This is an optimization exercise on Yosys and OpenROAD, whose aim is a short achievable clock period and few clock cycles, not a production implementation.
At most, simulation tests tie the RTL to the original design; equivalence was not proved.
No functional check of the RTL was part of run 3.
Power figures rest on the tool's default switching activity, not on a simulated workload.

--- flow/run.sh ---
#!/bin/bash
# Layout flow: the standard flow (standard.sh), with slow many-input OR/NOR,
# AOI/OAI and AND4/NAND4 cells added to the platform's don't-use list so that
# synthesis maps the logic to faster cells. Flip-flop mapping is unchanged,
# so the registers are the standard synthesis's. Each tool's output is kept
# in orfs/logs/; make's own output goes to flow_make.log.
set -euo pipefail
here="$(pwd)"
cells="$(cat flow/dont_use.txt)"
printf '\nexport DONT_USE_CELLS = %s\n' "$cells" >> config.mk
bash standard.sh > "$here/flow_make.log" 2>&1
--- flow/dont_use.txt ---
sky130_fd_sc_hd__a2111o_1 sky130_fd_sc_hd__a2111o_2 sky130_fd_sc_hd__a2111o_4 sky130_fd_sc_hd__a2111oi_0 sky130_fd_sc_hd__a2111oi_1 sky130_fd_sc_hd__a2111oi_2 sky130_fd_sc_hd__a2111oi_4 sky130_fd_sc_hd__a221o_1 sky130_fd_sc_hd__a221o_2 sky130_fd_sc_hd__a221o_4 sky130_fd_sc_hd__a221oi_1 sky130_fd_sc_hd__a221oi_2 sky130_fd_sc_hd__a221oi_4 sky130_fd_sc_hd__a222oi_1 sky130_fd_sc_hd__a311o_1 sky130_fd_sc_hd__a311o_2 sky130_fd_sc_hd__a311o_4 sky130_fd_sc_hd__a311oi_1 sky130_fd_sc_hd__a311oi_2 sky130_fd_sc_hd__a311oi_4 sky130_fd_sc_hd__a32o_1 sky130_fd_sc_hd__a32o_2 sky130_fd_sc_hd__a32o_4 sky130_fd_sc_hd__a32oi_1 sky130_fd_sc_hd__a32oi_2 sky130_fd_sc_hd__a32oi_4 sky130_fd_sc_hd__a41o_1 sky130_fd_sc_hd__a41o_2 sky130_fd_sc_hd__a41o_4 sky130_fd_sc_hd__a41oi_1 sky130_fd_sc_hd__a41oi_2 sky130_fd_sc_hd__a41oi_4 sky130_fd_sc_hd__and4_1 sky130_fd_sc_hd__and4_2 sky130_fd_sc_hd__and4_4 sky130_fd_sc_hd__and4b_1 sky130_fd_sc_hd__and4b_2 sky130_fd_sc_hd__and4b_4 sky130_fd_sc_hd__and4bb_1 sky130_fd_sc_hd__and4bb_2 sky130_fd_sc_hd__and4bb_4 sky130_fd_sc_hd__nand4_1 sky130_fd_sc_hd__nand4_2 sky130_fd_sc_hd__nand4_4 sky130_fd_sc_hd__nand4b_1 sky130_fd_sc_hd__nand4b_2 sky130_fd_sc_hd__nand4b_4 sky130_fd_sc_hd__nand4bb_1 sky130_fd_sc_hd__nand4bb_2 sky130_fd_sc_hd__nand4bb_4 sky130_fd_sc_hd__nor3_1 sky130_fd_sc_hd__nor3_2 sky130_fd_sc_hd__nor3_4 sky130_fd_sc_hd__nor3b_1 sky130_fd_sc_hd__nor3b_2 sky130_fd_sc_hd__nor3b_4 sky130_fd_sc_hd__nor4_1 sky130_fd_sc_hd__nor4_2 sky130_fd_sc_hd__nor4_4 sky130_fd_sc_hd__nor4b_1 sky130_fd_sc_hd__nor4b_2 sky130_fd_sc_hd__nor4b_4 sky130_fd_sc_hd__nor4bb_1 sky130_fd_sc_hd__nor4bb_2 sky130_fd_sc_hd__nor4bb_4 sky130_fd_sc_hd__o2111a_1 sky130_fd_sc_hd__o2111a_2 sky130_fd_sc_hd__o2111a_4 sky130_fd_sc_hd__o2111ai_1 sky130_fd_sc_hd__o2111ai_2 sky130_fd_sc_hd__o2111ai_4 sky130_fd_sc_hd__o221a_1 sky130_fd_sc_hd__o221a_2 sky130_fd_sc_hd__o221a_4 sky130_fd_sc_hd__o221ai_1 sky130_fd_sc_hd__o221ai_2 sky130_fd_sc_hd__o221ai_4 sky130_fd_sc_hd__o311a_1 sky130_fd_sc_hd__o311a_2 sky130_fd_sc_hd__o311a_4 sky130_fd_sc_hd__o311ai_0 sky130_fd_sc_hd__o311ai_1 sky130_fd_sc_hd__o311ai_2 sky130_fd_sc_hd__o311ai_4 sky130_fd_sc_hd__o32a_1 sky130_fd_sc_hd__o32a_2 sky130_fd_sc_hd__o32a_4 sky130_fd_sc_hd__o32ai_1 sky130_fd_sc_hd__o32ai_2 sky130_fd_sc_hd__o32ai_4 sky130_fd_sc_hd__o41a_1 sky130_fd_sc_hd__o41a_2 sky130_fd_sc_hd__o41a_4 sky130_fd_sc_hd__o41ai_1 sky130_fd_sc_hd__o41ai_2 sky130_fd_sc_hd__o41ai_4 sky130_fd_sc_hd__or3_1 sky130_fd_sc_hd__or3_2 sky130_fd_sc_hd__or3_4 sky130_fd_sc_hd__or3b_1 sky130_fd_sc_hd__or3b_2 sky130_fd_sc_hd__or3b_4 sky130_fd_sc_hd__or4_1 sky130_fd_sc_hd__or4_2 sky130_fd_sc_hd__or4_4 sky130_fd_sc_hd__or4b_1 sky130_fd_sc_hd__or4b_2 sky130_fd_sc_hd__or4b_4 sky130_fd_sc_hd__or4bb_1 sky130_fd_sc_hd__or4bb_2 sky130_fd_sc_hd__or4bb_4 
--- standard.sh ---
#!/bin/bash
# synth_recipe.tcl (not shown) runs the flow's synth.tcl, then flattens the netlist and writes it again
# the make line also repeats each setting of config.mk as NAME=value (left out here)
make -C /OpenROAD-flow-scripts/flow DESIGN_CONFIG=/design/flow/config.mk WORK_HOME=/design/flow/orfs CLKGATE_MAP_FILE= SYNTH_SCRIPT=/design/flow/synth_recipe.tcl "${@:-finish}"
--- config.mk ---
export PLATFORM = sky130hd
export DESIGN_NAME = wh8_core
export DESIGN_NICKNAME = wh8_core
export VERILOG_FILES = /design/flow/design.v
export SDC_FILE = /design/flow/constraint.sdc
export NUM_CORES = 4
export LEC_CHECK = 0
export CAP_MARGIN = 20
export CORE_MARGIN = 2
export CORE_UTILIZATION = 30
export SETUP_SLACK_MARGIN = 3.0
export SLEW_MARGIN = 20

export DONT_USE_CELLS = sky130_fd_sc_hd__a2111o_1 sky130_fd_sc_hd__a2111o_2 sky130_fd_sc_hd__a2111o_4 sky130_fd_sc_hd__a2111oi_0 sky130_fd_sc_hd__a2111oi_1 sky130_fd_sc_hd__a2111oi_2 sky130_fd_sc_hd__a2111oi_4 sky130_fd_sc_hd__a221o_1 sky130_fd_sc_hd__a221o_2 sky130_fd_sc_hd__a221o_4 sky130_fd_sc_hd__a221oi_1 sky130_fd_sc_hd__a221oi_2 sky130_fd_sc_hd__a221oi_4 sky130_fd_sc_hd__a222oi_1 sky130_fd_sc_hd__a311o_1 sky130_fd_sc_hd__a311o_2 sky130_fd_sc_hd__a311o_4 sky130_fd_sc_hd__a311oi_1 sky130_fd_sc_hd__a311oi_2 sky130_fd_sc_hd__a311oi_4 sky130_fd_sc_hd__a32o_1 sky130_fd_sc_hd__a32o_2 sky130_fd_sc_hd__a32o_4 sky130_fd_sc_hd__a32oi_1 sky130_fd_sc_hd__a32oi_2 sky130_fd_sc_hd__a32oi_4 sky130_fd_sc_hd__a41o_1 sky130_fd_sc_hd__a41o_2 sky130_fd_sc_hd__a41o_4 sky130_fd_sc_hd__a41oi_1 sky130_fd_sc_hd__a41oi_2 sky130_fd_sc_hd__a41oi_4 sky130_fd_sc_hd__and4_1 sky130_fd_sc_hd__and4_2 sky130_fd_sc_hd__and4_4 sky130_fd_sc_hd__and4b_1 sky130_fd_sc_hd__and4b_2 sky130_fd_sc_hd__and4b_4 sky130_fd_sc_hd__and4bb_1 sky130_fd_sc_hd__and4bb_2 sky130_fd_sc_hd__and4bb_4 sky130_fd_sc_hd__nand4_1 sky130_fd_sc_hd__nand4_2 sky130_fd_sc_hd__nand4_4 sky130_fd_sc_hd__nand4b_1 sky130_fd_sc_hd__nand4b_2 sky130_fd_sc_hd__nand4b_4 sky130_fd_sc_hd__nand4bb_1 sky130_fd_sc_hd__nand4bb_2 sky130_fd_sc_hd__nand4bb_4 sky130_fd_sc_hd__nor3_1 sky130_fd_sc_hd__nor3_2 sky130_fd_sc_hd__nor3_4 sky130_fd_sc_hd__nor3b_1 sky130_fd_sc_hd__nor3b_2 sky130_fd_sc_hd__nor3b_4 sky130_fd_sc_hd__nor4_1 sky130_fd_sc_hd__nor4_2 sky130_fd_sc_hd__nor4_4 sky130_fd_sc_hd__nor4b_1 sky130_fd_sc_hd__nor4b_2 sky130_fd_sc_hd__nor4b_4 sky130_fd_sc_hd__nor4bb_1 sky130_fd_sc_hd__nor4bb_2 sky130_fd_sc_hd__nor4bb_4 sky130_fd_sc_hd__o2111a_1 sky130_fd_sc_hd__o2111a_2 sky130_fd_sc_hd__o2111a_4 sky130_fd_sc_hd__o2111ai_1 sky130_fd_sc_hd__o2111ai_2 sky130_fd_sc_hd__o2111ai_4 sky130_fd_sc_hd__o221a_1 sky130_fd_sc_hd__o221a_2 sky130_fd_sc_hd__o221a_4 sky130_fd_sc_hd__o221ai_1 sky130_fd_sc_hd__o221ai_2 sky130_fd_sc_hd__o221ai_4 sky130_fd_sc_hd__o311a_1 sky130_fd_sc_hd__o311a_2 sky130_fd_sc_hd__o311a_4 sky130_fd_sc_hd__o311ai_0 sky130_fd_sc_hd__o311ai_1 sky130_fd_sc_hd__o311ai_2 sky130_fd_sc_hd__o311ai_4 sky130_fd_sc_hd__o32a_1 sky130_fd_sc_hd__o32a_2 sky130_fd_sc_hd__o32a_4 sky130_fd_sc_hd__o32ai_1 sky130_fd_sc_hd__o32ai_2 sky130_fd_sc_hd__o32ai_4 sky130_fd_sc_hd__o41a_1 sky130_fd_sc_hd__o41a_2 sky130_fd_sc_hd__o41a_4 sky130_fd_sc_hd__o41ai_1 sky130_fd_sc_hd__o41ai_2 sky130_fd_sc_hd__o41ai_4 sky130_fd_sc_hd__or3_1 sky130_fd_sc_hd__or3_2 sky130_fd_sc_hd__or3_4 sky130_fd_sc_hd__or3b_1 sky130_fd_sc_hd__or3b_2 sky130_fd_sc_hd__or3b_4 sky130_fd_sc_hd__or4_1 sky130_fd_sc_hd__or4_2 sky130_fd_sc_hd__or4_4 sky130_fd_sc_hd__or4b_1 sky130_fd_sc_hd__or4b_2 sky130_fd_sc_hd__or4b_4 sky130_fd_sc_hd__or4bb_1 sky130_fd_sc_hd__or4bb_2 sky130_fd_sc_hd__or4bb_4 
--- constraint.sdc ---
create_clock -name core_clock -period 5.0 [get_ports {clk}]
set_input_delay 1.0000 -clock core_clock [delete_from_list [all_inputs] [get_ports {clk}]]
set_output_delay 1.0000 -clock core_clock [all_outputs]
set_load 0.01 [all_outputs]
--- design.v ---
module wh8_core (
    input  wire       clk,
    input  wire       rst,
    input  wire       disp_valid,
    output wire       disp_ready,
    input  wire [1:0] disp_seg,
    input  wire [7:0] disp_pc,
    input  wire [7:0] disp_acc,
    input  wire [7:0] disp_x,
    input  wire [7:0] disp_y,
    input  wire       disp_z,
    input  wire [7:0] disp_ir,
    input  wire [7:0] disp_quantum,
    output wire       mem_req,
    output wire       mem_we,
    output wire [9:0] mem_addr,
    output wire [7:0] mem_wdata,
    input  wire       mem_ack,
    input  wire [7:0] mem_rdata,
    output wire       ret_valid,
    output wire       done_valid,
    output wire [2:0] done_cause,
    output wire [7:0] r_pc,
    output wire [7:0] r_acc,
    output wire [7:0] r_x,
    output wire [7:0] r_y,
    output wire       r_z,
    output wire [7:0] r_ir,
    output reg        con_valid,
    output wire [7:0] con_data
);
    localparam [7:0] OP_BRK   = 8'h00;
    localparam [7:0] OP_ADC   = 8'h6D;
    localparam [7:0] OP_STA   = 8'h8D;
    localparam [7:0] OP_LDY_I = 8'hA0;
    localparam [7:0] OP_LDX_I = 8'hA2;
    localparam [7:0] OP_LDA_I = 8'hA9;
    localparam [7:0] OP_LDY_A = 8'hAC;
    localparam [7:0] OP_LDA_A = 8'hAD;
    localparam [7:0] OP_LDX_A = 8'hAE;
    localparam [7:0] OP_BNE   = 8'hD0;
    localparam [7:0] OP_NOP   = 8'hEA;
    localparam [7:0] OP_CPX   = 8'hEC;
    localparam [7:0] OP_INC   = 8'hEE;
    localparam [7:0] OP_SYS   = 8'hFF;
    localparam [2:0] C_QUANTUM = 3'd0;
    localparam [2:0] C_BRK     = 3'd1;
    localparam [2:0] C_ILLEGAL = 3'd3;
    localparam [2:0] C_OPSEG   = 3'd5;
    localparam [2:0] C_SYSARG  = 3'd6;
    localparam [2:0] C_STRSEG  = 3'd7;
    function [3:0] dec_tens(input [6:0] v);
        begin
            dec_tens[0] = (v == 7'd10) | (v == 7'd11) | (v == 7'd12) | (v == 7'd13) | (v == 7'd14) | (v == 7'd15) | (v == 7'd16) | (v == 7'd17) | (v == 7'd18) | (v == 7'd19) | (v == 7'd30) | (v == 7'd31) | (v == 7'd32) | (v == 7'd33) | (v == 7'd34) | (v == 7'd35) | (v == 7'd36) | (v == 7'd37) | (v == 7'd38) | (v == 7'd39) | (v == 7'd50) | (v == 7'd51) | (v == 7'd52) | (v == 7'd53) | (v == 7'd54) | (v == 7'd55) | (v == 7'd56) | (v == 7'd57) | (v == 7'd58) | (v == 7'd59) | (v == 7'd70) | (v == 7'd71) | (v == 7'd72) | (v == 7'd73) | (v == 7'd74) | (v == 7'd75) | (v == 7'd76) | (v == 7'd77) | (v == 7'd78) | (v == 7'd79) | (v == 7'd90) | (v == 7'd91) | (v == 7'd92) | (v == 7'd93) | (v == 7'd94) | (v == 7'd95) | (v == 7'd96) | (v == 7'd97) | (v == 7'd98) | (v == 7'd99);
            dec_tens[1] = (v == 7'd20) | (v == 7'd21) | (v == 7'd22) | (v == 7'd23) | (v == 7'd24) | (v == 7'd25) | (v == 7'd26) | (v == 7'd27) | (v == 7'd28) | (v == 7'd29) | (v == 7'd30) | (v == 7'd31) | (v == 7'd32) | (v == 7'd33) | (v == 7'd34) | (v == 7'd35) | (v == 7'd36) | (v == 7'd37) | (v == 7'd38) | (v == 7'd39) | (v == 7'd60) | (v == 7'd61) | (v == 7'd62) | (v == 7'd63) | (v == 7'd64) | (v == 7'd65) | (v == 7'd66) | (v == 7'd67) | (v == 7'd68) | (v == 7'd69) | (v == 7'd70) | (v == 7'd71) | (v == 7'd72) | (v == 7'd73) | (v == 7'd74) | (v == 7'd75) | (v == 7'd76) | (v == 7'd77) | (v == 7'd78) | (v == 7'd79);
            dec_tens[2] = (v == 7'd40) | (v == 7'd41) | (v == 7'd42) | (v == 7'd43) | (v == 7'd44) | (v == 7'd45) | (v == 7'd46) | (v == 7'd47) | (v == 7'd48) | (v == 7'd49) | (v == 7'd50) | (v == 7'd51) | (v == 7'd52) | (v == 7'd53) | (v == 7'd54) | (v == 7'd55) | (v == 7'd56) | (v == 7'd57) | (v == 7'd58) | (v == 7'd59) | (v == 7'd60) | (v == 7'd61) | (v == 7'd62) | (v == 7'd63) | (v == 7'd64) | (v == 7'd65) | (v == 7'd66) | (v == 7'd67) | (v == 7'd68) | (v == 7'd69) | (v == 7'd70) | (v == 7'd71) | (v == 7'd72) | (v == 7'd73) | (v == 7'd74) | (v == 7'd75) | (v == 7'd76) | (v == 7'd77) | (v == 7'd78) | (v == 7'd79);
            dec_tens[3] = (v == 7'd80) | (v == 7'd81) | (v == 7'd82) | (v == 7'd83) | (v == 7'd84) | (v == 7'd85) | (v == 7'd86) | (v == 7'd87) | (v == 7'd88) | (v == 7'd89) | (v == 7'd90) | (v == 7'd91) | (v == 7'd92) | (v == 7'd93) | (v == 7'd94) | (v == 7'd95) | (v == 7'd96) | (v == 7'd97) | (v == 7'd98) | (v == 7'd99);
        end
    endfunction
    function [3:0] dec_ones(input [6:0] v);
        begin
            dec_ones[0] = (v == 7'd1) | (v == 7'd3) | (v == 7'd5) | (v == 7'd7) | (v == 7'd9) | (v == 7'd11) | (v == 7'd13) | (v == 7'd15) | (v == 7'd17) | (v == 7'd19) | (v == 7'd21) | (v == 7'd23) | (v == 7'd25) | (v == 7'd27) | (v == 7'd29) | (v == 7'd31) | (v == 7'd33) | (v == 7'd35) | (v == 7'd37) | (v == 7'd39) | (v == 7'd41) | (v == 7'd43) | (v == 7'd45) | (v == 7'd47) | (v == 7'd49) | (v == 7'd51) | (v == 7'd53) | (v == 7'd55) | (v == 7'd57) | (v == 7'd59) | (v == 7'd61) | (v == 7'd63) | (v == 7'd65) | (v == 7'd67) | (v == 7'd69) | (v == 7'd71) | (v == 7'd73) | (v == 7'd75) | (v == 7'd77) | (v == 7'd79) | (v == 7'd81) | (v == 7'd83) | (v == 7'd85) | (v == 7'd87) | (v == 7'd89) | (v == 7'd91) | (v == 7'd93) | (v == 7'd95) | (v == 7'd97) | (v == 7'd99);
            dec_ones[1] = (v == 7'd2) | (v == 7'd3) | (v == 7'd6) | (v == 7'd7) | (v == 7'd12) | (v == 7'd13) | (v == 7'd16) | (v == 7'd17) | (v == 7'd22) | (v == 7'd23) | (v == 7'd26) | (v == 7'd27) | (v == 7'd32) | (v == 7'd33) | (v == 7'd36) | (v == 7'd37) | (v == 7'd42) | (v == 7'd43) | (v == 7'd46) | (v == 7'd47) | (v == 7'd52) | (v == 7'd53) | (v == 7'd56) | (v == 7'd57) | (v == 7'd62) | (v == 7'd63) | (v == 7'd66) | (v == 7'd67) | (v == 7'd72) | (v == 7'd73) | (v == 7'd76) | (v == 7'd77) | (v == 7'd82) | (v == 7'd83) | (v == 7'd86) | (v == 7'd87) | (v == 7'd92) | (v == 7'd93) | (v == 7'd96) | (v == 7'd97);
            dec_ones[2] = (v == 7'd4) | (v == 7'd5) | (v == 7'd6) | (v == 7'd7) | (v == 7'd14) | (v == 7'd15) | (v == 7'd16) | (v == 7'd17) | (v == 7'd24) | (v == 7'd25) | (v == 7'd26) | (v == 7'd27) | (v == 7'd34) | (v == 7'd35) | (v == 7'd36) | (v == 7'd37) | (v == 7'd44) | (v == 7'd45) | (v == 7'd46) | (v == 7'd47) | (v == 7'd54) | (v == 7'd55) | (v == 7'd56) | (v == 7'd57) | (v == 7'd64) | (v == 7'd65) | (v == 7'd66) | (v == 7'd67) | (v == 7'd74) | (v == 7'd75) | (v == 7'd76) | (v == 7'd77) | (v == 7'd84) | (v == 7'd85) | (v == 7'd86) | (v == 7'd87) | (v == 7'd94) | (v == 7'd95) | (v == 7'd96) | (v == 7'd97);
            dec_ones[3] = (v == 7'd8) | (v == 7'd9) | (v == 7'd18) | (v == 7'd19) | (v == 7'd28) | (v == 7'd29) | (v == 7'd38) | (v == 7'd39) | (v == 7'd48) | (v == 7'd49) | (v == 7'd58) | (v == 7'd59) | (v == 7'd68) | (v == 7'd69) | (v == 7'd78) | (v == 7'd79) | (v == 7'd88) | (v == 7'd89) | (v == 7'd98) | (v == 7'd99);
        end
    endfunction
    reg st_idle;    
    reg st_f;       
    reg st_a1;      
    reg st_a2;      
    reg st_d;       
    reg st_w;       
    reg st_s0;      
    reg st_s1;      
    reg st_s2;      
    reg st_fz;      
    reg [7:0] pc, acc, x, y, ir;
    reg       z;
    reg       x_is1, x_is2;    
    reg [1:0] seg;
    reg [7:0] qleft;      
    reg       q_is1, q_is2;    
    reg       qinf;       
    reg [7:0] addr;
    reg [7:0] addr1;      
    reg       a_ff;       
    reg [7:0] incv;       
    reg       i_two;      
    reg       i_bne, i_ldai, i_ldxi, i_ldyi;
    reg       i_lda, i_ldx, i_ldy, i_adc, i_cpx, i_sta, i_inc;
    reg [7:0] lo;
    reg [2:0] fcause_r;
    reg [1:0] d_h;
    reg [6:0] d_r;
    reg       d_n3, d_n1;      
    reg       s1_two;          
    reg [7:0] ch2, ch3;
    reg       ret_r, done_r, rdy_r, req_r, we_r;
    reg [2:0] o_cause;
    reg [9:0] o_addr;
    reg [7:0] o_wdata, o_pc, o_acc, o_x, o_y, o_ir, o_con;
    reg       o_z;
    assign mem_req    = req_r;
    assign mem_we     = we_r;
    assign mem_addr   = o_addr;
    assign mem_wdata  = o_wdata;
    assign disp_ready = rdy_r;
    assign ret_valid  = ret_r;
    assign done_valid = done_r;
    assign done_cause = o_cause;
    assign r_pc  = o_pc;
    assign r_acc = o_acc;
    assign r_x   = o_x;
    assign r_y   = o_y;
    assign r_z   = o_z;
    assign r_ir  = o_ir;
    assign con_data = o_con;
    wire [7:0] rd  = mem_rdata;
    wire       ack = mem_ack;
    wire d_brk  = (rd == OP_BRK);
    wire d_nop  = (rd == OP_NOP);
    wire d_sys  = (rd == OP_SYS);
    wire d_bne  = (rd == OP_BNE);
    wire d_ldai = (rd == OP_LDA_I);
    wire d_ldxi = (rd == OP_LDX_I);
    wire d_ldyi = (rd == OP_LDY_I);
    wire d_lda  = (rd == OP_LDA_A);
    wire d_ldx  = (rd == OP_LDX_A);
    wire d_ldy  = (rd == OP_LDY_A);
    wire d_adc  = (rd == OP_ADC);
    wire d_cpx  = (rd == OP_CPX);
    wire d_sta  = (rd == OP_STA);
    wire d_inc  = (rd == OP_INC);
    wire d_one  = d_bne | d_ldai | d_ldxi | d_ldyi;
    wire d_two  = d_lda | d_ldx | d_ldy | d_adc | d_cpx | d_sta | d_inc;
    wire d_args = d_one | d_two;
    wire rd_nz  = |rd;
    wire [7:0] addr2 = addr1 + 8'd1;
    wire [7:0] tgt   = addr1 + rd;
    wire [8:0] tgt1w = {addr1, 1'b1} + {rd, 1'b1};
    wire [7:0] tgt1  = tgt1w[8:1];
    wire       taken = i_bne & ~z;
    wire qlast   = ~qinf & (ret_r ? q_is2 : q_is1);
    wire f_go    = st_f & ack;
    wire retire  = (f_go & d_nop) | (st_a1 & ack & ~i_two) | (st_d & ack & ~i_inc) |
                   (st_w & ack) | (st_s0 & d_n1) | (st_s1 & ~s1_two) |
                   (st_s2 & ack & ~rd_nz);
    wire fault   = (f_go & ~(d_args | d_nop | (d_sys & (x_is1 | x_is2)))) |
                   (st_a2 & ack & rd_nz) | (st_s2 & ack & rd_nz & a_ff);
    wire [2:0] fcause = st_a2 ? C_OPSEG : st_s2 ? C_STRSEG :
                        d_brk ? C_BRK : d_sys ? C_SYSARG : C_ILLEGAL;
    wire stop_q  = retire & qlast;
    wire start   = st_idle & disp_valid;
    always @(posedge clk) begin
        if (rst) begin
            st_idle <= 1'b1;
            st_f    <= 1'b0;
            st_a1   <= 1'b0;
            st_a2   <= 1'b0;
            st_d    <= 1'b0;
            st_w    <= 1'b0;
            st_s0   <= 1'b0;
            st_s1   <= 1'b0;
            st_s2   <= 1'b0;
            st_fz   <= 1'b0;
            req_r   <= 1'b0;
            we_r    <= 1'b0;
            ret_r   <= 1'b0;
            done_r  <= 1'b0;
            rdy_r   <= 1'b1;
            con_valid <= 1'b0;
        end else begin
            st_idle <= (st_idle & ~disp_valid) | st_fz | stop_q;
            rdy_r   <= (st_idle & ~disp_valid) | st_fz | stop_q;
            req_r   <= start | (req_r & ~st_fz & ~stop_q);
            st_f    <= start | (st_f & ~ack) | (retire & ~qlast);
            st_a1   <= (st_a1 & ~ack) | (f_go & d_args);
            st_a2   <= (st_a2 & ~ack) | (st_a1 & ack & i_two);
            st_d    <= (st_d & ~ack) | (st_a2 & ack & ~rd_nz);
            st_w    <= (st_w & ~ack) | (st_d & ack & i_inc);
            st_s0   <= f_go & d_sys & x_is1;
            st_s1   <= (st_s0 & ~d_n1) | (st_s1 & s1_two);
            st_s2   <= (st_s2 & ~(ack & (~rd_nz | a_ff))) | (f_go & d_sys & x_is2);
            st_fz   <= fault;
            we_r    <= (st_a2 & ack & i_sta & ~rd_nz) | (st_d & ~ack & we_r) |
                       (st_d & ack & i_inc) | (st_w & ~ack);
            ret_r   <= retire;
            done_r  <= st_fz | stop_q;
            con_valid <= st_s0 | st_s1 | (st_s2 & ack & rd_nz & ~a_ff);
        end
    end
    wire       tk      = st_a1 & taken;                     
    wire       fs2     = st_f & d_sys & x_is2;              
    wire       s2c     = st_s2 & rd_nz;                     
    wire       pc_en   = start | st_fz | st_f | st_a1 | st_a2;
    wire [7:0] pc_e    = start ? disp_pc : st_fz ? 8'd0 : addr1;
    wire [7:0] pc_d    = tk ? tgt : pc_e;
    wire       ir_en   = start | st_fz | st_f;
    wire [7:0] ir_d    = start ? disp_ir : st_fz ? 8'd0 : rd;
    wire       acc_en  = start | st_fz | (st_a1 & i_ldai) | (st_d & i_lda) | (st_d & i_adc & ack);
    wire [7:0] acc_sum = acc + rd;
    wire [7:0] acc_d   = (st_d & i_adc) ? acc_sum : start ? disp_acc : st_fz ? 8'd0 : rd;
    wire       x_en    = start | st_fz | (st_a1 & i_ldxi) | (st_d & i_ldx);
    wire [7:0] x_d     = start ? disp_x : st_fz ? 8'd0 : rd;
    wire       y_en    = start | st_fz | (st_a1 & i_ldyi) | (st_d & i_ldy);
    wire [7:0] y_d     = start ? disp_y : st_fz ? 8'd0 : rd;
    wire       z_en    = start | st_fz | (st_d & i_cpx);
    wire       z_d     = start ? disp_z : st_fz ? 1'b0 : (rd == x);
    wire       addr_en = start | (ack & (st_f | st_a1 | st_a2 | st_w | st_s2 | (st_d & ~i_inc)));
    wire [7:0] addr_e  = start ? disp_pc : st_a2 ? lo : (st_f | st_a1) ? addr1 : pc;
    wire [7:0] addr_d  = tk ? tgt : (fs2 | s2c) ? (st_f ? y : addr1) : addr_e;
    wire [7:0] addr1_e = start ? disp_pc + 8'd1 : st_a2 ? lo + 8'd1 : (st_f | st_a1) ? addr2 : pc + 8'd1;
    wire [7:0] addr1_d = tk ? tgt1 : (fs2 | s2c) ? (st_f ? y + 8'd1 : addr2) : addr1_e;
    wire [7:0] oaddr_e = addr_en ? addr_e : (st_s0 | st_s1) ? pc : addr;
    wire [7:0] oaddr_d = (ack & tk) ? tgt : (ack & (fs2 | s2c)) ? (st_f ? y : addr1) : oaddr_e;
    wire [1:0] seg_d   = start ? disp_seg : seg;
    wire [7:0] inc_d   = rd + 8'd1;
    wire       inc_now = st_d & ack & i_inc;
    wire [7:0] q_d     = start ? disp_quantum : qleft - 8'd1;
    always @(posedge clk) begin
        if (pc_en)  pc  <= pc_d;
        if (ir_en)  ir  <= ir_d;
        if (acc_en) acc <= acc_d;
        if (x_en) begin
            x     <= x_d;
            x_is1 <= (x_d == 8'd1);
            x_is2 <= (x_d == 8'd2);
        end
        if (y_en)   y   <= y_d;
        if (z_en)   z   <= z_d;
        if (start)  seg <= disp_seg;
        if (addr_en) begin
            addr  <= addr_d;
            addr1 <= addr1_d;
            a_ff  <= st_f ? (y == 8'hFF) : (addr1 == 8'hFF);
        end
        if (st_d & i_inc) incv <= inc_d;
        if (start | ret_r) begin
            qleft <= q_d;
            q_is1 <= start ? (disp_quantum == 8'd1) : (qleft == 8'd2);
            q_is2 <= start ? (disp_quantum == 8'd2) : (qleft == 8'd3);
        end
        if (start) qinf <= (disp_quantum == 8'd0);
        if (~st_fz) fcause_r <= fcause;
        if (st_f) begin
            i_two  <= d_two;
            i_bne  <= d_bne;
            i_ldai <= d_ldai;
            i_ldxi <= d_ldxi;
            i_ldyi <= d_ldyi;
            i_lda  <= d_lda;
            i_ldx  <= d_ldx;
            i_ldy  <= d_ldy;
            i_adc  <= d_adc;
            i_cpx  <= d_cpx;
            i_sta  <= d_sta;
            i_inc  <= d_inc;
        end
        if (st_a1) lo <= rd;
        if (st_f) begin
            d_h  <= (y >= 8'd200) ? 2'd2 : (y >= 8'd100) ? 2'd1 : 2'd0;
            d_r  <= (y >= 8'd200) ? y - 8'd200 : (y >= 8'd100) ? y - 8'd100 : y;
            d_n3 <= (y >= 8'd100);
            d_n1 <= (y < 8'd10);
        end
        if (st_s0 | st_s1) begin
            ch2    <= st_s0 ? {4'h3, d_n3 ? dec_tens(d_r) : dec_ones(d_r)} : ch3;
            s1_two <= st_s0 & d_n3;
        end
        if (st_s0) ch3 <= {4'h3, dec_ones(d_r)};
        o_pc    <= tk ? tgt : st_fz ? 8'd0 : pc_en ? pc_e : pc;
        o_ir    <= st_fz ? 8'd0 : ir_en  ? ir_d  : ir;
        o_acc   <= (st_d & i_adc & ack) ? acc_sum : st_fz ? 8'd0 : acc_en ? acc_d : acc;
        o_x     <= st_fz ? 8'd0 : x_en   ? x_d   : x;
        o_y     <= st_fz ? 8'd0 : y_en   ? y_d   : y;
        o_z     <= st_fz ? 1'b0 : z_en   ? z_d   : z;
        o_addr  <= {seg_d, oaddr_d};
        o_wdata <= inc_now ? inc_d : st_w ? incv : acc;
        o_cause <= st_fz ? fcause_r : C_QUANTUM;
        o_con   <= st_s0 ? {4'h3, d_n3 ? {2'b00, d_h} : d_n1 ? d_r[3:0] : dec_tens(d_r)} :
                   st_s1 ? ch2 : rd;
    end
endmodule
==> notes.md, run 1 <==
status: timing/DRC/antenna clean
final core utilization: 42.1%
dpl cell area: 0.0141 sq mm
number of global-route vias before repair: 10,769
DR vias: 11,128
die area: 0.0416 sq mm
CP arrival: 2.64 ns
PwrDens: 341 mW/mm^2
pre-CTS WS: 1.04 ns
first-pass GRT wire length: 64,100 um
post-synth top area share: 22.8%
ratio of cells with drive above 1 in the final layout: 30.9%
final WL: 43,000 um
top cells by count, synth: nand2_1 (150), dfxtp_1 (116), nor2_1 (113), edfxtp_1 (91), a21oi_1 (89)
H-tree depth: 1
Clk pin slew, worst setup/hold paths: 0.06 ns
synthesized flop and latch total: 207
most numerous cell in the Yosys netlist: nand2_1
Num CTS Buffers: 25
internal power: 3.89 mW
count of boundary I/O pins: 139
maxcap violations: 0
GP Congestion: 0.913
switch share: 31.5%
total number of yosys warnings: 1
Clock Skew: 0.0195 ns
IO Port Bufs: 138
max FFs per register: 9
Reg power frac: 38.2%
distinct cell type count after synthesis: 63
combinational share of power: 29.5%
pin count of the biggest net entering global routing: 58
Core Area: 0.0395 sq mm
synthesized area per cell: 8.89 sq um
sequential area share after synthesis: 42.2%
Period minus WS final: 2.21 ns
clock tree sinks: 207
Psw: 1.78 mW
layout net count: 1,660
synth top area cells: edfxtp_1 (23%), dfxtp_1 (19%), nand2_1 (4.7%)
type of origin of the critical path: primary input
initial antenna violation count: 0
Most Used Layer, Global Route: met2
Core Rows: 73
final std cells w/o fill: 2,103
met2 Usage GRT: 31.9%
setup TNS: 0 ns
global-route usage over all layers: 19.8%
clock latency reported for the late side of the worst-skew pair: 0.55 ns
post-synthesis async set-or-reset flop share: 0%
total power: 5.67 mW
worst min path class: reg -> reg
endpoints failing setup: 0
design area: 0.0166 sq mm
Syn Inst Count: 1,349
die span in y: 204 um
Slew @ Worst Pin: 0.776 ns
root buf cell: clkbuf_16
fin crit share: 44.3%
Post-CTS Hold Fix Bufs: 0
clock power share: 32.4%
PnR worst setup slack: 2.79 ns
DRC viols: 0
Hold WS: 0.466 ns
placed insts: 1,950
Pre-antenna DRT Iters: 5
CP Capture Type: flop
CTS tree: built
maximum clock frequency: 452 MHz
largest area contributor in the netlist: edfxtp_1
RSZ-0062 raised after global routing: yes
met1 GRT Util: 26.3%
DRT iter0 DRCs: 981
Starting Density: 30.3%
VDD IR max: 0.252 mV
ys flop type: dfxtp_1
WP data required: 5.43 ns
worst-path fanout max: 7
Area Growth Syn to Fin: 38.8%
global route total overflow: 0
Rel. slew slack: 48.2%
Routed Antenna Nets: 0
Post-synth EDFFs: 91
leakage power: 6.51 nW
Most flops, register: o_addr
maximum clock insertion buffer count: 3
Setup Crit Path Kind: in -> reg
Final Max Slew Viols: 0
Die Width: 204 um
DR WL/cell: 20.5 um
vias per cell: 5.29
syn nets: 1,450
final hold vios: 0
global routing met3 resource utilization: 3.51%
Ant. Diodes: 0
Cell Area, Synth: 0.0120 sq mm
hpwl dp: 28,800 um
timing repair:
item,4_1_cts,5_1_grt
gates cloned,3,3
setup buffers,80,21
pin swaps,67,55
endpoints found under the setup margin,279,117
gates resized for setup,537,117
worst max-delay path, cell delays in order:
cell        delay (ns)
buf_12            0.13
clkinvlp_4        0.15
buf_6             0.12
ha_4              0.16
and2_4            0.16
a21oi_4           0.06
buf_12            0.13
buf_12            0.12
o31ai_4           0.30
o211ai_1          0.15
o211ai_1          0.16
power groups by stage:
stage | combinational, mW | clock (mW) | sequential [mW]
final | 1.67 | 1.84 | 2.17
after global routing | 1.80 | 1.93 | 2.19
after detailed placement | 1.34 | 0 | 2.22
after CTS | 1.51 | 1.87 | 2.16
after floorplan | 0.862 | 0 | 2.16
after global placement | 1.34 | 0 | 2.22
metal layers:
metal | part of all wire, % | routed length, um | vias to the layer above
met3 | 7.0 | 3030 | 122
met5 | 0 | 0 | -
li1 | - | - | 5194
met4 | 4.4 | 1910 | 0
met2 | 45 | 19500 | 439
met1 | 43 | 18600 | 5373
area by class of cell:
class | instances | area [sq um]
Inverter | 46 | 215
Fill cell | 3795 | 22900
Tap cell | 525 | 657
Multi-Input combinational cell | 1016 | 7330
Clock buffer | 37 | 753
Clock inverter | 9 | 76.3
Timing Repair Buffer | 263 | 2490
Sequential cell | 207 | 5120
placed cells by master (no fill, tap or decap), types with 9 or more instances in the layout:
master / Yosys / routed
o211ai_1: 21 / 21
buf_4: 5 / 90
dfxtp_2: 0 / 49
xnor2_1: 40 / 35
buf_12: 0 / 16
buf_6: 5 / 52
nor2_2: 3 / 9
and2_1: 52 / 44
xor2_1: 28 / 27
mux2i_1: 51 / 51
buf_2: 42 / 45
nor2b_1: 18 / 15
ha_4: 0 / 17
a21oi_1: 89 / 71
o22ai_1: 23 / 19
nor2_1: 113 / 104
a21o_1: 10 / 10
and3_1: 31 / 27
a31oi_1: 11 / 11
nand2_2: 1 / 10
nand2b_1: 19 / 12
and3b_1: 12 / 12
mux2_2: 13 / 13
edfxtp_1: 91 / 91
nand3_1: 61 / 53
a21oi_2: 2 / 12
dfxtp_1: 116 / 65
a22oi_1: 31 / 28
o21ai_1: 28 / 32
inv_1: 43 / 33
clkbuf_16: 0 / 28
ha_1: 35 / 16
o21ai_0: 76 / 63
nand3b_1: 11 / 11
nand2_1: 150 / 138
clkdlybuf4s50_1: 0 / 44
kinds of logic (layout without fill, tap and decap cells):
group	after synthesis	after routing	synth area share, %
xor+xnor	68	68	4.97
buf+inv	129	355	4.95
simple gates	485	488	19.7
flops	207	207	42.2
fa+ha+maj	39	39	4.24
mux	64	64	5.48
compound gates	357	357	18.5
path summary, 6_finish.rpt:
check        cells after the start                    end                      start  slack, ns
max                             11      o_addr[7]$_DFF_P_               mem_rdata[0]       2.79
min reg2reg                      1  o_cause[0]$_SDFF_PN0_  fcause_r[0]$_SDFFCE_PP1N_       0.47
min                              1  o_cause[0]$_SDFF_PN0_  fcause_r[0]$_SDFFCE_PP1N_       0.47
max reg2reg                      7     addr1[7]$_DFFE_PN_         addr1[2]$_DFFE_PN_       2.88
Testbench counts, summed over its fixed seeds: cycles 418,679.
==> inputs of run 2 (changes only) <==
--- a/config.mk
+++ b/config.mk
@@ -7,7 +7,7 @@
 export LEC_CHECK = 0
 export CAP_MARGIN = 20
 export CORE_MARGIN = 2
-export CORE_UTILIZATION = 30
+export CORE_UTILIZATION = 40
 export SETUP_SLACK_MARGIN = 3.0
 export SLEW_MARGIN = 20
 
==> notes.md, run 2 <==
worst min path class: reg -> reg (unchanged)
cell mode on critical path: nor2_1 (was buf_12)
CP Buf/Inv Count: 3 (was 5)
Period minus WS final: 2.15 ns (was 2.21 ns)
die span in y: 177 um (was 204 um)
worst-path fanout max: 8 (was 7)
maximum clock insertion buffer count: 3 (unchanged)
VDD IR max: 0.248 mV (was 0.252 mV)
WP data required: 5.26 ns (was 5.43 ns)
CP max-delay cell: fa_2 (was o31ai_4)
multi-input gate area in the final layout: 0.00723 sq mm (was 0.00733 sq mm)
synthesized flop and latch total: 207 (unchanged)
internal power: 3.81 mW (was 3.89 mW)
clock tree sinks: 207 (unchanged)
CP Cell Sequence: buf_16 -> clkinvlp_4 -> ha_4 -> inv_2 -> fa_2 -> a21oi_2 -> nor2_1 -> nor2_1 -> xor2_1 -> a22oi_1 (was buf_12 -> clkinvlp_4 -> buf_6 -> ha_4 -> and2_4 -> a21oi_4 -> buf_12 -> buf_12 -> o31ai_4 -> o211ai_1 -> o211ai_1)
clock power share: 32.6% (was 32.4%)
switch share: 31.6% (was 31.5%)
Pre-antenna DRT Iters: 5 (unchanged)
CP arrival: 2.42 ns (was 2.64 ns)
synth top area cells: edfxtp_1 (23%), dfxtp_1 (19%), nand2_1 (4.7%) (unchanged)
final core utilization: 54.9% (was 42.1%)
distinct cell type count after synthesis: 63 (unchanged)
Final Max Slew Viols: 0 (unchanged)
DRC viols: 0 (unchanged)
final WL: 41,600 um (was 43,000 um)
combinational share of power: 28.9% (was 29.5%)
global-route usage over all layers: 25.5% (was 19.8%)
largest area contributor in the netlist: edfxtp_1 (unchanged)
number of global-route vias before repair: 10,499 (was 10,769)
Clock Skew: 0.0193 ns (was 0.0195 ns)
Clk pin slew, worst setup/hold paths: 0.06 ns (about the same)
Reg power frac: 38.5% (was 38.2%)
DR WL/cell: 21.1 um (was 20.5 um)
maxcap violations: 0 (unchanged)
endpoints failing setup: 0 (unchanged)
CP peak stage delay: 0.36 ns (was 0.30 ns)
IO Port Bufs: 138 (unchanged)
post-synth top area share: 22.8% (unchanged)
layout net count: 1,662 (was 1,660)
die area: 0.0314 sq mm (was 0.0416 sq mm)
most numerous cell in the Yosys netlist: nand2_1 (unchanged)
vias per cell: 5.62 (was 5.29)
Routed Antenna Nets: 0 (unchanged)
Starting Density: 40.6% (was 30.3%)
pin count of the biggest net entering global routing: 35 (was 58)
status: timing/DRC/antenna clean (unchanged)
Core Rows: 63 (was 73)
Reg area: 0.00511 sq mm (was 0.00512 sq mm)
syn nets: 1,450 (unchanged)
Area Growth Syn to Fin: 35.2% (was 38.8%)
most frequent cells in the layout: nand2_1 (139), nor2_1 (108), buf_4 (96) (was nand2_1 (138), nor2_1 (104), edfxtp_1 (91))
global route total overflow: 0 (unchanged)
fillers: 2,681 (was 3,795)
Hold WS: 0.450 ns (was 0.466 ns)
Num CTS Buffers: 25 (unchanged)
CTS tree: built (unchanged)
sequential area share after synthesis: 42.2% (unchanged)
root buf cell: clkbuf_16 (unchanged)
Psw: 1.76 mW (was 1.78 mW)
Rel. slew slack: 51.0% (was 48.2%)
top cells by count, synth: nand2_1 (150), dfxtp_1 (116), nor2_1 (113), edfxtp_1 (91), a21oi_1 (89) (unchanged)
CP Capture Type: flop (unchanged)
leakage power: 6.46 nW (was 6.51 nW)
post-synthesis async set-or-reset flop share: 0% (unchanged)
Slew @ Worst Pin: 0.733 ns (was 0.776 ns)
Setup Crit Path Kind: in -> reg (unchanged)
DRT iter0 DRCs: 920 (was 981)
setup TNS: 0 ns (unchanged)
type of origin of the critical path: primary input (unchanged)
total power: 5.57 mW (was 5.67 mW)
Most flops, register: o_addr (unchanged)
max FFs per register: 9 (unchanged)
Syn Inst Count: 1,349 (unchanged)
Post-CTS Hold Fix Bufs: 0 (unchanged)
total number of yosys warnings: 1 (unchanged)
hpwl dp: 27,200 um (was 28,800 um)
Core Area: 0.0296 sq mm (was 0.0395 sq mm)
initial antenna violation count: 0 (unchanged)
fin crit share: 43.1% (was 44.3%)
Post-synth EDFFs: 91 (unchanged)
H-tree depth: 1 (unchanged)
count of boundary I/O pins: 139 (unchanged)
Top Family by Delay on Critical Path: adder cells (was compound AO/OA/AOI/OAI gates)
final hold vios: 0 (unchanged)
Die Width: 177 um (was 204 um)
GP Congestion: 0.899 (was 0.913)
PwrDens: 343 mW/mm^2 (was 341 mW/mm^2)
ratio of cells with drive above 1 in the final layout: 28.7% (was 30.9%)
Cell Area, Synth: 0.0120 sq mm (unchanged)
first-pass GRT wire length: 61,800 um (was 64,100 um)
ys flop type: dfxtp_1 (unchanged)
DR vias: 11,062 (was 11,128)
most common cell after layout, fill and taps aside: nand2_1 (unchanged)
Ant. Diodes: 0 (unchanged)
clock latency reported for the late side of the worst-skew pair: 0.54 ns (was 0.55 ns)
maximum clock frequency: 464 MHz (was 452 MHz)
synthesized area per cell: 8.89 sq um (unchanged)
RSZ-0062 raised after global routing: yes (unchanged)
run 2: cell families after synthesis:
family          after synthesis  synth area share [%]
flops                       207                  42.2
simple gates                485                  19.7
xor+xnor                     68                  4.97
fa+ha+maj                    39                  4.24
buf+inv                     129                  4.95
compound gates              357                  18.5
mux                          64                  5.48
run 2: worst paths after layout:
kind | to | from | slack (ns) | depth (start not counted)
max | addr1[4]$_DFFE_PN_ | mem_rdata[0] | 2.85 | 10
min | o_cause[0]$_SDFF_PN0_ | fcause_r[0]$_SDFFCE_PP1N_ | 0.45 | 1
max reg2reg | o_addr[6]$_DFF_P_ | addr1[0]$_DFFE_PN_ | 2.85 | 9
min reg2reg | o_cause[0]$_SDFF_PN0_ | fcause_r[0]$_SDFFCE_PP1N_ | 0.45 | 1
run 2: through the flow:
step	setup WS (ns)	instance area, sq um	cells
after detailed placement	1.09	13900	1812
after global placement	1.13	13900	1812
final	2.85	16200	1970
after CTS	2.88	15600	1946
after floorplan	2.58	12500	1349
after global routing	2.78	16200	1970
run 2: power by group through the flow:
stage	Clock, mW	Sequential, mW	Combinational, mW
floorplan	0	2.16	0.862
global placement	0	2.22	1.33
detailed placement	0	2.21	1.33
CTS	1.84	2.14	1.48
global route	1.90	2.16	1.73
finish	1.81	2.14	1.61
run 2: per-layer routing:
metal | global-route usage [%] | vias up | share of wire, %
met4 | 8.23 | 0 | 3.0
li1 | - | 5232 | -
met3 | 4.85 | 80 | 7.9
met2 | 40.9 | 483 | 45
met1 | 34.7 | 5267 | 44
met5 | 0 | - | 0
run 2: final cells by class:
class	instances	area share (%)
multi-input cells	1019	44.6
flip-flops and latches	207	31.5
repair buffers	262	14.6
clock buffers	38	4.73
well taps	390	3.01
inverters	46	1.30
clock inverters	8	0.340
run 2: worst reg2reg max path, cell delays in order, from the launching register on:
cell,delay [ns]
edfxtp_1,0.55
ha_4,0.20
inv_2,0.04
fa_2,0.38
nor2b_4,0.14
a21oi_2,0.07
xor2_2,0.25
buf_4,0.18
o2bb2ai_2,0.06
o2bb2ai_2,0.15
run 2: what timing repair did:
| action | 4_1_cts | 5_1_grt |
|---|---|---|
| gates resized for setup | 490 | 97 |
| buffers inserted | 83 | 21 |
| endpoints found under the hold margin | 0 | 0 |
| pin swaps | 52 | 58 |
| gates cloned | 5 | 3 |
| setup endpoints to repair | 279 | 104 |
==> inputs of run 3 (changes only) <==
--- a/design.v
+++ b/design.v
@@ -230,9 +230,9 @@
         if (y_en)   y   <= y_d;
         if (z_en)   z   <= z_d;
         if (start)  seg <= disp_seg;
+        addr1 <= addr_en ? addr1_d : addr + 8'd1;
         if (addr_en) begin
             addr  <= addr_d;
-            addr1 <= addr1_d;
             a_ff  <= st_f ? (y == 8'hFF) : (addr1 == 8'hFF);
         end
         if (st_d & i_inc) incv <= inc_d;
==> notes.md, run 3 <==
fin crit share: 46.5% (was 43.1%)
synth top area cells: edfxtp_1 (22%), dfxtp_1 (22%), a21oi_1 (5.3%) (was edfxtp_1 (23%), dfxtp_1 (19%), nand2_1 (4.7%))
GP Congestion: 0.938 (was 0.899)
setup TNS: 0 ns (unchanged)
global route total overflow: 0 (unchanged)
most numerous cell in the Yosys netlist: nand2_1 (unchanged)
initial antenna violation count: 0 (unchanged)
top cells by count, synth: nand2_1 (152), dfxtp_1 (124), a21oi_1 (122), nor2_1 (114), o21ai_0 (114) (was nand2_1 (150), dfxtp_1 (116), nor2_1 (113), edfxtp_1 (91), a21oi_1 (89))
count of boundary I/O pins: 139 (unchanged)
DR WL/cell: 20.0 um (was 21.1 um)
final hold vios: 0 (unchanged)
switch share: 31.6% (about the same)
Num CTS Buffers: 24 (was 25)
Most flops, register: o_addr (unchanged)
Clock Skew: 0.0194 ns (was 0.0193 ns)
pin count of the biggest net entering global routing: 67 (was 35)
maxcap violations: 0 (unchanged)
DRC viols: 0 (unchanged)
maximum clock frequency: 430 MHz (was 464 MHz)
status: timing/DRC/antenna clean (unchanged)
post-synthesis async set-or-reset flop share: 0% (unchanged)
final WL: 38,700 um (was 41,600 um)
Setup Crit Path Kind: in -> reg (unchanged)
layout net count: 1,632 (was 1,662)
global routing met3 resource utilization: 3.68% (was 4.85%)
Psw: 1.82 mW (was 1.76 mW)
Slew @ Worst Pin: 0.772 ns (was 0.733 ns)
Reg power frac: 38.1% (was 38.5%)
number of global-route vias before repair: 10,277 (was 10,499)
first-pass GRT wire length: 58,400 um (was 61,800 um)
Area Growth Syn to Fin: 36.3% (was 35.2%)
ratio of cells with drive above 1 in the final layout: 29.2% (was 28.7%)
endpoints failing setup: 0 (unchanged)
distinct cell type count after synthesis: 62 (was 63)
Post-synth EDFFs: 83 (was 91)
die area: 0.0302 sq mm (was 0.0314 sq mm)
maximum clock insertion buffer count: 3 (unchanged)
Clk pin slew, worst setup/hold paths: 0.06 ns (about the same)
ys flop type: dfxtp_1 (unchanged)
CP Buf/Inv Count: 5 (was 3)
CP Cell Sequence: buf_6 -> buf_8 -> clkinvlp_4 -> buf_12 -> fa_2 -> inv_2 -> a21o_1 -> a21oi_2 -> xor2_2 -> or2_4 -> o21ai_1 -> o2bb2ai_1 (was buf_16 -> clkinvlp_4 -> ha_4 -> inv_2 -> fa_2 -> a21oi_2 -> nor2_1 -> nor2_1 -> xor2_1 -> a22oi_1)
vias per cell: 5.51 (was 5.62)
die span in y: 174 um (was 177 um)
root buf cell: clkbuf_16 (unchanged)
Syn Inst Count: 1,316 (was 1,349)
Rel. slew slack: 48.5% (was 51.0%)
CP peak stage delay: 0.43 ns (was 0.36 ns)
VDD IR max: 0.238 mV (was 0.248 mV)
synthesized area per cell: 8.76 sq um (was 8.89 sq um)
Pre-antenna DRT Iters: 6 (was 5)
post-synth top area share: 21.6% (was 22.8%)
WP data required: 5.45 ns (was 5.26 ns)
total number of yosys warnings: 1 (unchanged)
CTS tree: built (unchanged)
met1 GRT Util: 32.7% (was 34.7%)
Starting Density: 40.4% (was 40.6%)
met2 Usage GRT: 40.2% (was 40.9%)
final core utilization: 55.0% (was 54.9%)
worst-path fanout max: 4 (was 8)
clock latency reported for the late side of the worst-skew pair: 0.53 ns (was 0.54 ns)
Top Family by Delay on Critical Path: buffers and inverters (was adder cells)
Ant. Diodes: 0 (unchanged)
global-route usage over all layers: 24.6% (was 25.5%)
synthesized flop and latch total: 207 (unchanged)
DRT iter0 DRCs: 1,133 (was 920)
PwrDens: 366 mW/mm^2 (was 343 mW/mm^2)
Core Rows: 62 (was 63)
internal power: 3.93 mW (was 3.81 mW)
worst min path class: reg -> reg (unchanged)
CP max-delay cell: fa_2 (unchanged)
IO Port Bufs: 138 (unchanged)
clock power share: 32.5% (was 32.6%)
Most Used Layer, Global Route: met2 (unchanged)
max FFs per register: 9 (unchanged)
hpwl dp: 25,600 um (was 27,200 um)
largest area contributor in the netlist: edfxtp_1 (unchanged)
Final Max Slew Viols: 0 (unchanged)
sequential area share after synthesis: 43.2% (was 42.2%)
Period minus WS final: 2.32 ns (was 2.15 ns)
Routed Antenna Nets: 0 (unchanged)
leakage power: 6.22 nW (was 6.46 nW)
H-tree depth: 1 (unchanged)
most common cell after layout, fill and taps aside: nand2_1 (unchanged)
syn nets: 1,418 (was 1,450)
CP Capture Type: flop (unchanged)
DR vias: 10,632 (was 11,062)
most frequent cells in the layout: nand2_1 (139), nor2_1 (103), a21oi_1 (101) (was nand2_1 (139), nor2_1 (108), buf_4 (96))
Core Area: 0.0285 sq mm (was 0.0296 sq mm)
type of origin of the critical path: primary input (unchanged)
Die Width: 174 um (was 177 um)
clock tree sinks: 207 (unchanged)
CP arrival: 2.78 ns (was 2.42 ns)
combinational share of power: 29.3% (was 28.9%)
RSZ-0062 raised after global routing: yes (unchanged)
Cell Area, Synth: 0.0115 sq mm (was 0.0120 sq mm)
[run 3: changes by cell type after synthesis, sizes merged, moves of 7 or more]
cell	before	now
a211oi	16	7
edfxtp	91	83
buf	56	49
dfxtp	116	124
o211ai	22	11
inv	45	38
a21oi	91	123
and2	54	41
xnor2	40	56
o21ai	105	126
mux2i	51	35
and3	33	23
[run 3: path summary, 6_finish.rpt]
check	start	end	slack (ns)	cells past startpoint
max	mem_rdata[1]	o_addr[4]$_DFF_P_	2.68	12
min	fcause_r[2]$_SDFFCE_PP1N_	o_cause[2]$_SDFF_PN0_	0.45	1
max reg2reg	st_f$_SDFF_PP0_	o_addr[2]$_DFF_P_	2.83	7
min reg2reg	fcause_r[2]$_SDFFCE_PP1N_	o_cause[2]$_SDFF_PN0_	0.45	1
[run 3: area by class of cell]
cell class	count	area [sq um]
fillers	2617	12800
multi-input cells	991	6870
flip-flops and latches	207	5020
repair buffers	266	2300
clock buffers	33	708
well taps	384	480
inverters	40	201
clock inverters	10	134
[run 3: per-stage QoR]
stage | power (mW) | cell area [sq um] | hold WS [ns] | setup slack (ns) | std cells
6_report | 5.75 | 15700 | 0.450 | 2.68 | 1931
3_5_place_dp | 3.62 | 13400 | 0.438 | 1.05 | 1779
5_1_grt | 6.01 | 15700 | 0.464 | 2.64 | 1931
2_1_floorplan | 3.05 | 11800 | 0.426 | 2.53 | 1316
3_3_place_gp | 3.62 | 13400 | 0.443 | 1.14 | 1779
4_1_cts | 5.59 | 15000 | 0.454 | 2.70 | 1900
[run 3: power groups by stage]
| stage | Clock (mW) | Sequential [mW] | Combinational [mW] |
|---|---|---|---|
| 3_5_place_dp | 0 | 2.23 | 1.39 |
| 2_1_floorplan | 0 | 2.17 | 0.885 |
| 6_report | 1.87 | 2.19 | 1.69 |
| 3_3_place_gp | 0 | 2.23 | 1.39 |
| 5_1_grt | 1.97 | 2.21 | 1.83 |
| 4_1_cts | 1.89 | 2.18 | 1.52 |
[run 3: routing by layer]
layer	vias up	wire [um]	share of wire, %
li1	5054	-	-
met1	5066	16600	43
met2	422	18000	46
met3	90	2750	7.1
met4	0	1390	3.6
met5	-	0	0
[run 3: timing repair]
item | 4_1_cts | 5_1_grt
gates resized for setup | 501 | 127
buffers inserted | 75 | 30
hold buffers | 0 | 0
setup endpoints to repair | 275 | 119
gates cloned | 3 | 1
pin swaps | 76 | 61
[run 3: cell families (layout without fill, tap and decap cells)]
logic type | Yosys count | in the layout | synth area share [%]
xor gates and xnor gates | 80 | 80 | 6.08
DFF | 207 | 207 | 43.2
and+or+nand+nor | 455 | 456 | 18.7
AOI/OAI and AO/OA | 372 | 373 | 19.1
muxes | 42 | 42 | 3.72
buffers and inverters | 120 | 349 | 4.69
adders and majority gates | 40 | 40 | 4.52
==> inputs of run 4 (changes only) <==
--- a/design.v
+++ b/design.v
@@ -230,9 +230,9 @@
         if (y_en)   y   <= y_d;
         if (z_en)   z   <= z_d;
         if (start)  seg <= disp_seg;
-        addr1 <= addr_en ? addr1_d : addr + 8'd1;
         if (addr_en) begin
             addr  <= addr_d;
+            addr1 <= addr1_d;
             a_ff  <= st_f ? (y == 8'hFF) : (addr1 == 8'hFF);
         end
         if (st_d & i_inc) incv <= inc_d;
--- a/config.mk
+++ b/config.mk
@@ -7,7 +7,8 @@
 export LEC_CHECK = 0
 export CAP_MARGIN = 20
 export CORE_MARGIN = 2
-export CORE_UTILIZATION = 40
+export CORE_UTILIZATION = 50
+export PLACE_DENSITY = 0.5
 export SETUP_SLACK_MARGIN = 3.0
 export SLEW_MARGIN = 20
 
==> notes.md, run 4 <==
Clk pin slew, worst setup/hold paths: 0.06 ns (about the same)
RSZ-0062 raised after global routing: yes (unchanged)
global-route usage over all layers: 30.4% (was 24.6%)
Hold WS: 0.473 ns (was 0.450 ns)
GP Congestion: 0.953 (was 0.938)
DR vias: 11,178 (was 10,632)
status: timing/DRC/antenna clean (unchanged)
WP data required: 5.24 ns (was 5.45 ns)
most frequent cells in the layout: nand2_1 (138), nor2_1 (104), dfxtp_1 (99), buf_4 (99), edfxtp_1 (91) (was nand2_1 (139), nor2_1 (103), a21oi_1 (101))
Final Max Slew Viols: 0 (unchanged)
top cells by count, synth: nand2_1 (150), dfxtp_1 (116), nor2_1 (113), edfxtp_1 (91), a21oi_1 (89) (was nand2_1 (152), dfxtp_1 (124), a21oi_1 (122), nor2_1 (114), o21ai_0 (114))
Slew @ Worst Pin: 0.793 ns (was 0.772 ns)
Most flops, register: o_addr (unchanged)
root buf cell: clkbuf_16 (unchanged)
Setup Crit Path Kind: reg -> reg (was in -> reg)
number of global-route vias before repair: 10,626 (was 10,277)
synthesized area per cell: 8.89 sq um (was 8.76 sq um)
initial antenna violation count: 0 (unchanged)
most numerous cell in the Yosys netlist: nand2_1 (unchanged)
worst-path fanout max: 4 (unchanged)
CP arrival: 2.48 ns (was 2.78 ns)
Die Width: 159 um (was 174 um)
synthesized flop and latch total: 207 (unchanged)
VDD IR max: 0.238 mV (about the same)
Ant. Diodes: 0 (unchanged)
die area: 0.0252 sq mm (was 0.0302 sq mm)
clock latency reported for the late side of the worst-skew pair: 0.52 ns (was 0.53 ns)
max FFs per register: 9 (unchanged)
leakage power: 6.35 nW (was 6.22 nW)
DR WL/cell: 21.0 um (was 20.0 um)
hpwl dp: 26,100 um (was 25,600 um)
post-synth top area share: 22.8% (was 21.6%)
die span in y: 159 um (was 174 um)
CTS tree: built (unchanged)
Syn Inst Count: 1,349 (was 1,316)
worst min path class: reg -> reg (unchanged)
IO Port Bufs: 138 (unchanged)
DRC viols: 0 (unchanged)
CP Capture Type: flop (unchanged)
syn nets: 1,450 (was 1,418)
sequential area share after synthesis: 42.2% (was 43.2%)
ratio of cells with drive above 1 in the final layout: 27.5% (was 29.2%)
placed insts: 1,745 (was 1,779)
setup TNS: 0 ns (unchanged)
most common cell after layout, fill and taps aside: nand2_1 (unchanged)
maximum clock frequency: 447 MHz (was 430 MHz)
Post-synth EDFFs: 91 (was 83)
Pre-antenna DRT Iters: 5 (was 6)
total number of yosys warnings: 1 (unchanged)
clock tree sinks: 207 (unchanged)
Core Area: 0.0235 sq mm (was 0.0285 sq mm)
final hold vios: 0 (unchanged)
Cell Area, Synth: 0.0120 sq mm (was 0.0115 sq mm)
global route total overflow: 0 (unchanged)
total power: 5.46 mW (was 5.75 mW)
H-tree depth: 1 (unchanged)
ys flop type: dfxtp_1 (unchanged)
endpoints failing setup: 0 (unchanged)
Clock Skew: 0.0118 ns (was 0.0194 ns)
Num CTS Buffers: 24 (unchanged)
first-pass GRT wire length: 61,000 um (was 58,400 um)
Routed Antenna Nets: 0 (unchanged)
final WL: 39,800 um (was 38,700 um)
PwrDens: 344 mW/mm^2 (was 366 mW/mm^2)
vias per cell: 5.90 (was 5.51)
layout net count: 1,659 (was 1,632)
largest area contributor in the netlist: edfxtp_1 (unchanged)
pin count of the biggest net entering global routing: 58 (was 67)
final core utilization: 67.4% (was 55.0%)
fin crit share: 44.7% (was 46.5%)
DRT iter0 DRCs: 1,060 (was 1,133)
distinct cell type count after synthesis: 63 (was 62)
type of origin of the critical path: flop (was primary input)
Area Growth Syn to Fin: 32.3% (was 36.3%)
final std cells w/o fill: 1,895 (was 1,931)
synth top area cells: edfxtp_1 (23%), dfxtp_1 (19%), nand2_1 (4.7%) (was edfxtp_1 (22%), dfxtp_1 (22%), a21oi_1 (5.3%))
post-synthesis async set-or-reset flop share: 0% (unchanged)
maxcap violations: 0 (unchanged)
count of boundary I/O pins: 139 (unchanged)
Rel. slew slack: 47.1% (was 48.5%)
maximum clock insertion buffer count: 3 (unchanged)
register-to-register setup slack: 2.76 ns (was 2.83 ns)
Starting Density: 50.9% (was 40.4%)
Core Rows: 56 (was 62)
Period minus WS final: 2.24 ns (was 2.32 ns)
## run 4: metrics by stage
stage | area [sq um] | setup WS (ns)
after floorplan | 12500 | 2.58
after global placement | 13900 | 1.25
after detailed placement | 13900 | 1.22
after CTS | 15400 | 2.86
after global routing | 15900 | 2.78
final | 15900 | 2.76
## run 4: final timing paths
path / startpoint / end / depth (start not counted)
setup / recovery: addr1[0]$_DFFE_PN_ / addr1[2]$_DFFE_PN_ / 7
setup reg to reg: addr1[0]$_DFFE_PN_ / addr1[2]$_DFFE_PN_ / 7
hold / removal: fcause_r[0]$_SDFFCE_PP1N_ / o_cause[0]$_SDFF_PN0_ / 1
hold reg to reg: fcause_r[0]$_SDFFCE_PP1N_ / o_cause[0]$_SDFF_PN0_ / 1
## run 4: layout make-up
class,instances,area [sq um]
fillers,1962,7670
clock inverters,7,41.3
inverters,46,223
multi-input cells,1017,7210
flip-flops and latches,207,5080
well taps,319,399
clock buffers,37,731
repair buffers,261,2180
repair inverters,1,5.00
## run 4: where the power goes
part           internal (mW)  switching, mW  total [mW]
sequential              1.99          0.153        2.14
clock                   1.01          0.711        1.72
combinational          0.754          0.850        1.60
total                   3.75           1.71        5.46
## run 4: timing repair
item | in CTS | in global routing
pin swaps | 47 | 54
cloned | 4 | 1
hold buffers | 0 | 0
endpoints found under the setup margin | 279 | 89
gates resized for setup | 479 | 84
setup buffers | 83 | 18
## run 4: routing by layer
layer,track usage [%],up-vias,wire length [um]
met4,10.9,0,1460
met3,5.80,97,3540
met5,0,-,0
met2,47.8,551,17800
li1,-,5216,-
met1,42.0,5314,17000
## run 4: kinds of logic (layout without fill, tap and decap cells)
family                   count (synthesis)  in the layout  synth area share [%]
AO/OA/AOI/OAI                          357            357                  18.5
XOR/XNOR                                68             68                  4.97
adder cells (fa/ha/maj)                 39             39                  4.24
buffers and inverters                  129            352                  4.95
flip-flops                             207            207                  42.2
multiplexers                            64             64                  5.48
AND/OR/NAND/NOR                        485            489                  19.7
## run 4: critical path, stage by stage, from the launching register on
cell      delay, ns
edfxtp_1       0.53
ha_1           0.31
xnor2_1        0.38
mux2i_1        0.13
o211ai_1       0.18
o21ai_0        0.21
nand3_2        0.13
o211ai_1       0.09
Testbench counts of run 4, summed over its fixed seeds: cycles 418,679.

==> afterwards: timing with drivers on the ports <==
Ports are ideal in the flow. The routed layouts listed here were re-timed in OpenROAD.
Step 1 sets driving cells, clkbuf_16 on the clock port and buf_2 on the other inputs (assumed; they add their load-dependent delay and slew).
Step 2, shift: input delay + t, output delay - t, t = (earliest + latest rising clock arrival at the registers) / 2. This alone moves slack from input paths to output paths.
Three values: ideal, step 1, step 2; two values: the first two.
run | t, ns | setup WS [ns] | worst setup path after step 2 | cell pins on the clock port's net
run 1 | 0.585 | 2.786 / 2.788 / 2.203 | input to register | 1
run 2 | 0.579 | 2.846 / 2.819 / 2.240 | input to register | 1
run 3 | 0.572 | 2.675 / 2.688 / 2.116 | input to register | 1
run 4 | 0.567 | 2.764 / 2.764 / 2.239 | input to register | 1
After both steps every run listed still meets setup and hold. For run 2, which loses most, drivers alone change the setup slack by -0.027 ns; drivers and shift together by -0.606 ns.
